What follows belongs to an exercise in optimizing a design on an open flow for a short achievable clock period and few clock cycles; a production flow would make more cautious choices.
In this exercise RTL edits were held to simulation tests only and were not proved equivalent to the original.
Power figures rest on the tool's default switching activity, not on a simulated workload.

File: design/flow/constraint.sdc
create_clock -name core_clock -period 12.0 [get_ports {clk}]
set_input_delay 2.4000 -clock core_clock [delete_from_list [all_inputs] [get_ports {clk}]]
set_output_delay 2.4000 -clock core_clock [all_outputs]
set_load 0.01 [all_outputs]
File: design/flow/design.v
module pq_dec (
    input  wire        clk,
    input  wire        rst,
    input  wire        cmd_valid,
    output wire        cmd_ready,
    input  wire [63:0] cmd_word,
    input  wire [63:0] cmd_arg0,
    input  wire [31:0] cmd_inlen,
    input  wire [31:0] cmd_cap,
    input  wire        in_valid,
    output wire        in_ready,
    input  wire [7:0]  in_data,
    output wire        out_valid,
    input  wire        out_ready,
    output wire [63:0] out_data,
    output wire        done,
    output reg  [2:0]  done_status,
    output reg  [31:0] done_pos,
    output reg  [31:0] done_count
);
    localparam [7:0] OPC_VARINT = 8'h01;
    localparam [7:0] OPC_BITUNP = 8'h02;
    localparam [7:0] OPC_RLE    = 8'h03;
    localparam [7:0] OPC_HYBRID = 8'h04;
    localparam [2:0] ST_OK        = 3'd0;
    localparam [2:0] ST_TRUNCATED = 3'd1;
    localparam [2:0] ST_MALFORMED = 3'd2;
    localparam [2:0] ST_INVALID   = 3'd3;
    localparam [2:0] ST_BAD_ARG   = 3'd4;
    localparam [2:0] ST_CAPACITY  = 3'd5;
    localparam [3:0] S_IDLE   = 4'd0;
    localparam [3:0] S_SETUP  = 4'd1;
    localparam [3:0] S_PFX    = 4'd2;
    localparam [3:0] S_PFXCHK = 4'd3;
    localparam [3:0] S_HDR    = 4'd4;
    localparam [3:0] S_VAR    = 4'd5;
    localparam [3:0] S_VEMIT  = 4'd6;
    localparam [3:0] S_RUN    = 4'd7;
    localparam [3:0] S_RVAL   = 4'd8;
    localparam [3:0] S_REMIT  = 4'd9;
    localparam [3:0] S_BP     = 4'd10;
    localparam [3:0] S_DONE   = 4'd11;
    reg [3:0]  state;
    reg [63:0] cmd;
    reg [63:0] arg0;
    reg [31:0] lim;
    reg [31:0] cap;
    wire [7:0] opc  = cmd[7:0];
    wire [7:0] bw8  = cmd[15:8];
    wire       lenx = cmd[16];
    wire [6:0] bw   = bw8[6:0];
    reg [31:0] p;           
    reg [31:0] n;           
    reg [31:0] rend;        
    reg [63:0] acc;         
    reg [3:0]  k;           
    reg [63:0] hdr;         
    reg [31:0] cnt;         
    reg [2:0]  nb_left;     
    reg [70:0] bbuf;        
    reg [6:0]  bcnt;        
    wire is_hybrid = (opc == OPC_HYBRID);
    wire [31:0] rlim = is_hybrid ? rend : lim;
    reg        arg_fault;
    reg [2:0]  arg_code;
    always @(*) begin
        arg_fault = 1'b1;
        arg_code  = ST_OK;
        if (opc < OPC_VARINT || opc > OPC_HYBRID)
            arg_code = ST_INVALID;
        else if (cmd[63:17] != 47'd0)
            arg_code = ST_BAD_ARG;
        else if (lenx && opc != OPC_HYBRID)
            arg_code = ST_BAD_ARG;
        else if (opc == OPC_BITUNP && bw8 > 8'd64)
            arg_code = ST_BAD_ARG;
        else if ((opc == OPC_RLE || opc == OPC_HYBRID) && bw8 > 8'd32)
            arg_code = ST_BAD_ARG;
        else if (opc == OPC_VARINT && bw8 != 8'd0)
            arg_code = ST_BAD_ARG;
        else if (opc == OPC_RLE && arg0[0])
            arg_code = ST_BAD_ARG;
        else
            arg_fault = 1'b0;
    end
    wire        run_is_rle = (opc == OPC_RLE) || (is_hybrid && !hdr[0]);
    wire [62:0] run_half   = hdr[63:1];
    wire [65:0] run_elems  = run_is_rle ? {3'd0, run_half} : {run_half, 3'b000};
    wire        need_fail  = ({34'd0, n} + run_elems) > {34'd0, cap};
    wire [5:0]  bw_round   = bw[5:0] + 6'd7;
    wire [2:0]  rle_nb     = bw_round[5:3];
    wire [35:0] bp_bytes   = run_half[28:0] * bw;
    wire [35:0] run_bytes  = run_is_rle ? {33'd0, rle_nb} : bp_bytes;
    wire        body_short = ({4'd0, p} + run_bytes) > {4'd0, rlim};
    wire [31:0] pfx_len   = acc[31:0];
    wire        pfx_neg   = pfx_len[31];
    wire        pfx_short = ({1'b0, p} + {1'b0, pfx_len}) > {1'b0, lim};
    wire [3:0]  k_next  = k + 4'd1;
    wire        var_bad = (k_next == 4'd10) && (in_data >= 8'h02);
    wire [63:0] var_add = {57'd0, in_data[6:0]} << (7 * k);
    wire [63:0] bp_mask = (bw == 7'd64) ? 64'hFFFF_FFFF_FFFF_FFFF
                                        : ((64'd1 << bw) - 64'd1);
    assign cmd_ready = (state == S_IDLE);
    assign done      = (state == S_DONE);
    assign in_ready = (state == S_PFX) ||
                      (state == S_VAR   && p != rlim) ||
                      (state == S_RVAL  && nb_left != 3'd0) ||
                      (state == S_BP    && cnt != 32'd0 && bcnt < bw);
    assign out_valid = (state == S_VEMIT) ||
                       (state == S_REMIT && cnt != 32'd0) ||
                       (state == S_BP    && cnt != 32'd0 && bcnt >= bw);
    assign out_data = (state == S_VEMIT) ? acc :
                      (state == S_REMIT) ? {32'd0, acc[31:0]} :
                                           (bbuf[63:0] & bp_mask);
    task finish_ok;
        begin
            done_status <= ST_OK;
            done_pos    <= p;
            done_count  <= n;
            state       <= S_DONE;
        end
    endtask
    task finish_fault(input [2:0] code, input [31:0] pos);
        begin
            done_status <= code;
            done_pos    <= pos;
            done_count  <= 32'd0;
            state       <= S_DONE;
        end
    endtask
    always @(posedge clk) begin
        if (rst) begin
            state       <= S_IDLE;
            done_status <= ST_OK;
            done_pos    <= 32'd0;
            done_count  <= 32'd0;
        end else begin
            case (state)
            S_IDLE: begin
                if (cmd_valid) begin
                    cmd   <= cmd_word;
                    arg0  <= cmd_arg0;
                    lim   <= cmd_inlen;
                    cap   <= cmd_cap;
                    p     <= 32'd0;
                    n     <= 32'd0;
                    state <= S_SETUP;
                end
            end
            S_SETUP: begin
                acc <= 64'd0;
                k   <= 4'd0;
                if (arg_fault) begin
                    finish_fault(arg_code, 32'd0);
                end else begin
                    case (opc)
                    OPC_VARINT: begin
                        if (arg0 > {32'd0, cap})
                            finish_fault(ST_CAPACITY, 32'd0);
                        else if (arg0 == 64'd0)
                            finish_ok;
                        else begin
                            cnt   <= arg0[31:0];
                            state <= S_VAR;
                        end
                    end
                    OPC_BITUNP, OPC_RLE: begin
                        hdr   <= arg0;
                        state <= S_RUN;
                    end
                    default: begin  
                        if (lenx) begin
                            if (arg0 > {32'd0, lim})
                                finish_fault(ST_TRUNCATED, 32'd0);
                            else begin
                                rend  <= arg0[31:0];
                                state <= S_HDR;
                            end
                        end else begin
                            if (lim < 32'd4)
                                finish_fault(ST_TRUNCATED, 32'd0);
                            else
                                state <= S_PFX;
                        end
                    end
                    endcase
                end
            end
            S_PFX: begin
                if (in_valid) begin
                    acc <= acc | var_add_pfx(in_data, k[1:0]);
                    k   <= k_next;
                    p   <= p + 32'd1;
                    if (k == 4'd3)
                        state <= S_PFXCHK;
                end
            end
            S_PFXCHK: begin
                if (pfx_neg)
                    finish_fault(ST_MALFORMED, p);
                else if (pfx_short)
                    finish_fault(ST_TRUNCATED, p);
                else begin
                    rend  <= p + pfx_len;
                    state <= S_HDR;
                end
            end
            S_HDR: begin
                acc <= 64'd0;
                k   <= 4'd0;
                if (p == rend)
                    finish_ok;
                else
                    state <= S_VAR;
            end
            S_VAR: begin
                if (p == rlim) begin
                    finish_fault(ST_TRUNCATED, p);
                end else if (in_valid) begin
                    p <= p + 32'd1;
                    k <= k_next;
                    if (var_bad) begin
                        finish_fault(ST_MALFORMED, p + 32'd1);
                    end else begin
                        acc <= acc | var_add;
                        if (!in_data[7]) begin
                            if (opc == OPC_VARINT) begin
                                state <= S_VEMIT;
                            end else begin
                                hdr   <= acc | var_add;
                                state <= S_RUN;
                            end
                        end
                    end
                end
            end
            S_VEMIT: begin
                if (out_ready) begin
                    n   <= n + 32'd1;
                    cnt <= cnt - 32'd1;
                    acc <= 64'd0;
                    k   <= 4'd0;
                    if (cnt == 32'd1)
                        finish_ok_next;
                    else
                        state <= S_VAR;
                end
            end
            S_RUN: begin
                if (need_fail)
                    finish_fault(ST_CAPACITY, p);
                else if (body_short)
                    finish_fault(ST_TRUNCATED, p);
                else begin
                    cnt <= run_elems[31:0];
                    if (run_is_rle) begin
                        acc     <= 64'd0;
                        k       <= 4'd0;
                        nb_left <= rle_nb;
                        state   <= S_RVAL;
                    end else begin
                        bbuf  <= 71'd0;
                        bcnt  <= 7'd0;
                        state <= S_BP;
                    end
                end
            end
            S_RVAL: begin
                if (nb_left == 3'd0) begin
                    state <= S_REMIT;
                end else if (in_valid) begin
                    acc     <= acc | var_add_pfx(in_data, k[1:0]);
                    k       <= k_next;
                    p       <= p + 32'd1;
                    nb_left <= nb_left - 3'd1;
                end
            end
            S_REMIT: begin
                if (cnt == 32'd0) begin
                    run_end;
                end else if (out_ready) begin
                    n   <= n + 32'd1;
                    cnt <= cnt - 32'd1;
                end
            end
            S_BP: begin
                if (cnt == 32'd0) begin
                    run_end;
                end else if (bcnt < bw) begin
                    if (in_valid) begin
                        bbuf <= bbuf | ({63'd0, in_data} << bcnt);
                        bcnt <= bcnt + 7'd8;
                        p    <= p + 32'd1;
                    end
                end else if (out_ready) begin
                    bbuf <= bbuf >> bw;
                    bcnt <= bcnt - bw;
                    n    <= n + 32'd1;
                    cnt  <= cnt - 32'd1;
                end
            end
            S_DONE: begin
                state <= S_IDLE;
            end
            default: state <= S_IDLE;
            endcase
        end
    end
    function [63:0] var_add_pfx(input [7:0] b, input [1:0] idx);
        var_add_pfx = {56'd0, b} << (8 * idx);
    endfunction
    task run_end;
        begin
            if (is_hybrid)
                state <= S_HDR;
            else
                finish_ok;
        end
    endtask
    task finish_ok_next;
        begin
            done_status <= ST_OK;
            done_pos    <= p;
            done_count  <= n + 32'd1;
            state       <= S_DONE;
        end
    endtask
endmodule
File: design/flow/config.mk
export PLATFORM = sky130hd
export DESIGN_NAME = pq_dec
export DESIGN_NICKNAME = pq_dec
export VERILOG_FILES = /design/flow/design.v
export SDC_FILE = /design/flow/constraint.sdc
export NUM_CORES = 4
export LEC_CHECK = 0
export CAP_MARGIN = 20
export CORE_MARGIN = 2
export CORE_UTILIZATION = 40
export PLACE_DENSITY = 0.6
export SLEW_MARGIN = 20
File: design/flow/run.sh
#!/bin/bash
# synth_recipe.tcl (not shown) runs the flow's synth.tcl, then flattens the netlist and writes it again
# the make line also repeats each setting of config.mk as NAME=value (left out here)
make -C /OpenROAD-flow-scripts/flow DESIGN_CONFIG=/design/flow/config.mk WORK_HOME=/design/flow/orfs CLKGATE_MAP_FILE= SYNTH_SCRIPT=/design/flow/synth_recipe.tcl finish
==> run summary <==
[power by group]
group | switching (mW) | internal (mW) | leakage, nW
Clock | 1.01 | 1.58 | 1.35
Combinational | 8.09 | 5.35 | 17.1
Sequential | 0.630 | 2.79 | 5.52
[layout make-up]
cell class                      instances  area [µm²]
Fill cell                           12591       70300
Multi-Input combinational cell       4785       33300
Sequential cell                       604       17400
Timing Repair Buffer                  485        4530
Tap cell                             1755        2200
Clock buffer                           94        2120
Inverter                              292        1100
Clock inverter                         47         658
Antenna cell                            3        7.51
[worst max-delay path: cells and delay by family, from the launching register on]
kind	cells	cell delay, ns
compound gates	22	4.71
xor+xnor	2	0.33
fa+ha+maj	7	2.99
buf+inv	7	1.15
flops	1	0.51
simple gates	5	1.20
[path summary, 6_finish.rpt]
path,slack (ns),from,endpoint
worst max-delay path,0.73,cmd[10]$_DFFE_PP_,bbuf[28]$_SDFFCE_PN0P_
worst min-delay path,0.50,done_count[9]$_SDFFE_PP0P_,done_count[9]$_SDFFE_PP0P_
worst max register to register,0.73,cmd[10]$_DFFE_PP_,bbuf[28]$_SDFFCE_PN0P_
worst min register to register,0.50,done_count[9]$_SDFFE_PP0P_,done_count[9]$_SDFFE_PP0P_
[layer usage]
layer | global-route usage (%) | wire length (µm) | vias to the layer above | part of all wire (%)
met5 | 0.677 | 187 | - | 0.081
met4 | 18.0 | 14600 | 12 | 6.3
met3 | 8.73 | 26700 | 621 | 12
met2 | 48.4 | 97700 | 3102 | 42
met1 | 44.1 | 92100 | 24333 | 40
li1 | - | - | 22476 | -
[kinds of logic (layout without fill, tap and decap cells)]
logic type,count (synthesis),after routing,synth area share (%)
adder cells (fa/ha/maj),465,465,12.9
buffers and inverters,672,918,4.87
other,0,3,0
XOR/XNOR,294,294,4.85
flip-flops,604,604,32.8
AO/OA/AOI/OAI,1489,1489,18.6
AND/OR/NAND/NOR,2291,2291,19.9
multiplexers,246,246,6.05
[per-stage QoR]
| stage | hold slack, ns | utilization, % |
|---|---|---|
| CTS | 0.500 | 46.5 |
| finish | 0.495 | 46.6 |
| global placement | 0.480 | 44.4 |
| detailed placement | 0.489 | 44.4 |
| floorplan | 0.489 | - |
| global route | 0.514 | 46.6 |
[placed cells by master, fill, tap and decap left out, types with 120 or more instances in the layout]
cell type                         instances
sky130_fd_sc_hd__nand2_1                769
sky130_fd_sc_hd__nor2_1                 652
sky130_fd_sc_hd__edfxtp_1               533
sky130_fd_sc_hd__a21oi_1                354
sky130_fd_sc_hd__o21ai_0                351
sky130_fd_sc_hd__clkdlybuf4s50_1        337
sky130_fd_sc_hd__ha_1                   327
sky130_fd_sc_hd__inv_1                  286
sky130_fd_sc_hd__xnor2_1                177
sky130_fd_sc_hd__and2_1                 155
sky130_fd_sc_hd__buf_4                  143
sky130_fd_sc_hd__mux2i_1                142
sky130_fd_sc_hd__fa_1                   138
sky130_fd_sc_hd__nor3_1                 131
sky130_fd_sc_hd__a21o_1                 127
sky130_fd_sc_hd__nand3_1                120
[repair_timing]
action                     CTS  global route
gates resized for setup      0             0
setup buffers                0             1
setup endpoints to repair    0            32
[registers in the layout, summed over array words and instances, names as in the netlist, 4 cells and up, named ones only]
register	flops
rend	32
hdr	64
cmd	64
p	32
done_count	32
cnt	32
cap	32
acc	32
lim	32
n	32
done_pos	32
bcnt	7
k	4
bbuf	71
arg0	64
state	4
==> Flow_metrics.wiki <==
{| class="wikitable"
! Metric !! Value
|-
| Max H-tree Level || 3
|-
| Number of clock buffers inserted by TritonCTS || 77
|-
| Total number of vias || between 50000 and 60000
|-
| Starting density of the core || 40.3%
|-
| Fraction of layout instances using a drive strength above 1 || 7.52%
|-
| Highest clock rate || 88.8 MHz
|-
| Number of remaining DRC errors || 0
|-
| Wire length of the first global-routing pass || 330000 µm
|-
| Buffer depth of the longest clock path || 3
|-
| Cell type contributing the most total cell area after synthesis || sky130_fd_sc_hd__edfxtp_1
|-
| Number of cell rows || 133
|-
| Warnings, synthesis || 1
|-
| Length of the first detailed-routing pass in iterations || 8
|-
| Overall die width || 368 µm
|-
| Total count of max-transition violations in the final report || 0
|-
| Setup-failing EPs final || 0
|-
| Setup Skew || 0.0424 ns
|-
| Number of hold violations in the final report || 0
|-
| Leading cell type by number of instances after synthesis || sky130_fd_sc_hd__nand2_1
|-
| Area overhead of the layout relative to synthesis || 15.5%
|-
| Grt total ovfl || 0
|-
| Cell types with the highest counts after synthesis || 771 x sky130_fd_sc_hd__nand2_1, 660 x sky130_fd_sc_hd__nor2_1, 533 x sky130_fd_sc_hd__edfxtp_1, 355 x sky130_fd_sc_hd__a21oi_1, 352 x sky130_fd_sc_hd__o21ai_0
|-
| Setup TNS || 0 ns
|-
| Pin count of the biggest net entering global routing || 103
|-
| Top cell type's share of synthesized area || between 30% and 40%
|-
| Main area contributors after synthesis || sky130_fd_sc_hd__edfxtp_1 30%, sky130_fd_sc_hd__ha_1 7.7%, sky130_fd_sc_hd__nand2_1 5.5%, sky130_fd_sc_hd__fa_1 5.2%, sky130_fd_sc_hd__nor2_1 4.7%
|-
| IO buf count || 339
|-
| Remaining antenna violation count || 0
|-
| Post-Syn Instances || a little over 6000
|-
| TritonCTS clock tree || yes
|-
| Worst path most repeated cell || sky130_fd_sc_hd__a21oi_1
|-
| Largest stage delay, worst path || slightly below 0.6 ns
|-
| Register area share after synthesis || 32.8%
|-
| Path depth of the worst reg2reg path || 43
|-
| Part of the cycle the worst path needs || 93.9%
|-
| Die area || 0.136 mm²
|-
| Number of max-cap violations || 0
|-
| DP HPWL || 173000 µm
|-
| Post-synthesis average cell area || 8.76 µm²
|-
| DRT iter0 DRCs || 7014
|-
| Setup repair after global routing missed its margin || no
|-
| Total power of the final layout || ~19 mW
|-
| Via count of the first global-routing pass || between 40000 and 50000
|-
| Clock sinks || between 600 and 700
|-
| Instance count along the most critical hold path || 2
|-
| PD cells || 317 mW/mm²
|-
| Total Routing Usage GR || 33.0%
|-
| Critical path arrival || 11.66 ns
|-
| Worst Setup End Kind || flip-flop
|-
| FF+latch count, synth || approximately 600
|-
| Hold Crit Class || flip-flop to flip-flop
|-
| GP Congestion || 1.03
|-
| Post-route minimum period || 11.27 ns
|-
| Final standard cell area without fillers || 0.0613 mm²
|-
| WL/cell || 28.7 µm
|-
| Worst setup SP type || flip-flop
|-
| CTS root buf || sky130_fd_sc_hd__clkbuf_16
|-
| Die height || 368 µm
|-
| Lkg Pwr || ~24 nW
|-
| Final Routed Wirelength || 231000 µm
|-
| Number of library cell types mapped by synthesis || 87
|-
| Total standard cell area after synthesis || 0.0531 mm²
|-
| Number of nets in the finished design || 6915
|-
| Transition at the pin with the smallest max-transition slack || about 1.2 ns
|-
| Primary FF master, synth || sky130_fd_sc_hd__edfxtp_1
|-
| Syn_nets || 6731
|-
| Maximum vdd ir drop || 0.389 mV
|-
| Worst Setup Path Type || flip-flop to flip-flop
|-
| Highest-delay cell along the critical path || sky130_fd_sc_hd__nor2_4
|-
| Post-CTS clock slew at the launch and capture registers of the worst setup and hold paths || 0.06 ns
|-
| Instance count after placement with tap cells included || 7920
|-
| Number of enable-type register cells in the synthesized netlist || 533
|-
| Normalized max-slew margin || between 10% and 20%
|-
| Clk latency of the worst-skew pair || 0.72 ns
|-
| Quantity of hold-fixing buffers added after cts || 0
|-
| Outcome || no timing/DRC/antenna violations
|-
| Post-detailed-placement cell area || between 0.05 and 0.06 mm²
|-
| Core region area || 0.132 mm²
|-
| Setup WS post-layout || between 0.7 and 0.8 ns
|-
| Endpoint required time on the critical path || 12.40 ns
|-
| DR vias/cell || 6.27
|-
| Boundary Pins || 340
|-
| Number of antenna violations at the first check in global routing || 18
|-
| Placement-stage worst setup slack || ~0.77 ns
|-
| Share of flip-flops with an asynchronous set or reset after synthesis || 0%
|-
| Number of cells in the finished layout apart from fillers || 8065
|-
| Critical path peak fanout || 34
|}
Testbench counts, summed over its fixed seeds: cycles 684,009.

==> separate check: timing with driven ports <==
In the flow no input, the clock included, has a driving cell. The finished layout below was timed again as built, in two steps. Step 1, drivers: a clkbuf_16 drives clk and a buf_2 each remaining input, both assumed. Step 2, shift: input delay + t, output delay - t, t = (earliest + latest rising clock arrival at the registers) / 2. This alone moves slack from input paths to output paths. Slacks: no drivers / after step 1 / after step 2; pairs: no drivers / after step 1.
t, ns: 0.782
slack for setup (ns): 0.734 / 0.734 / 0.734
worst setup path at the end: register to register
worst data-port slew with drivers (ns): 0.08
After both steps this run still meets setup and hold. For this run, drivers alone change the setup slack by 0.000 ns; drivers and shift together by 0.000 ns.
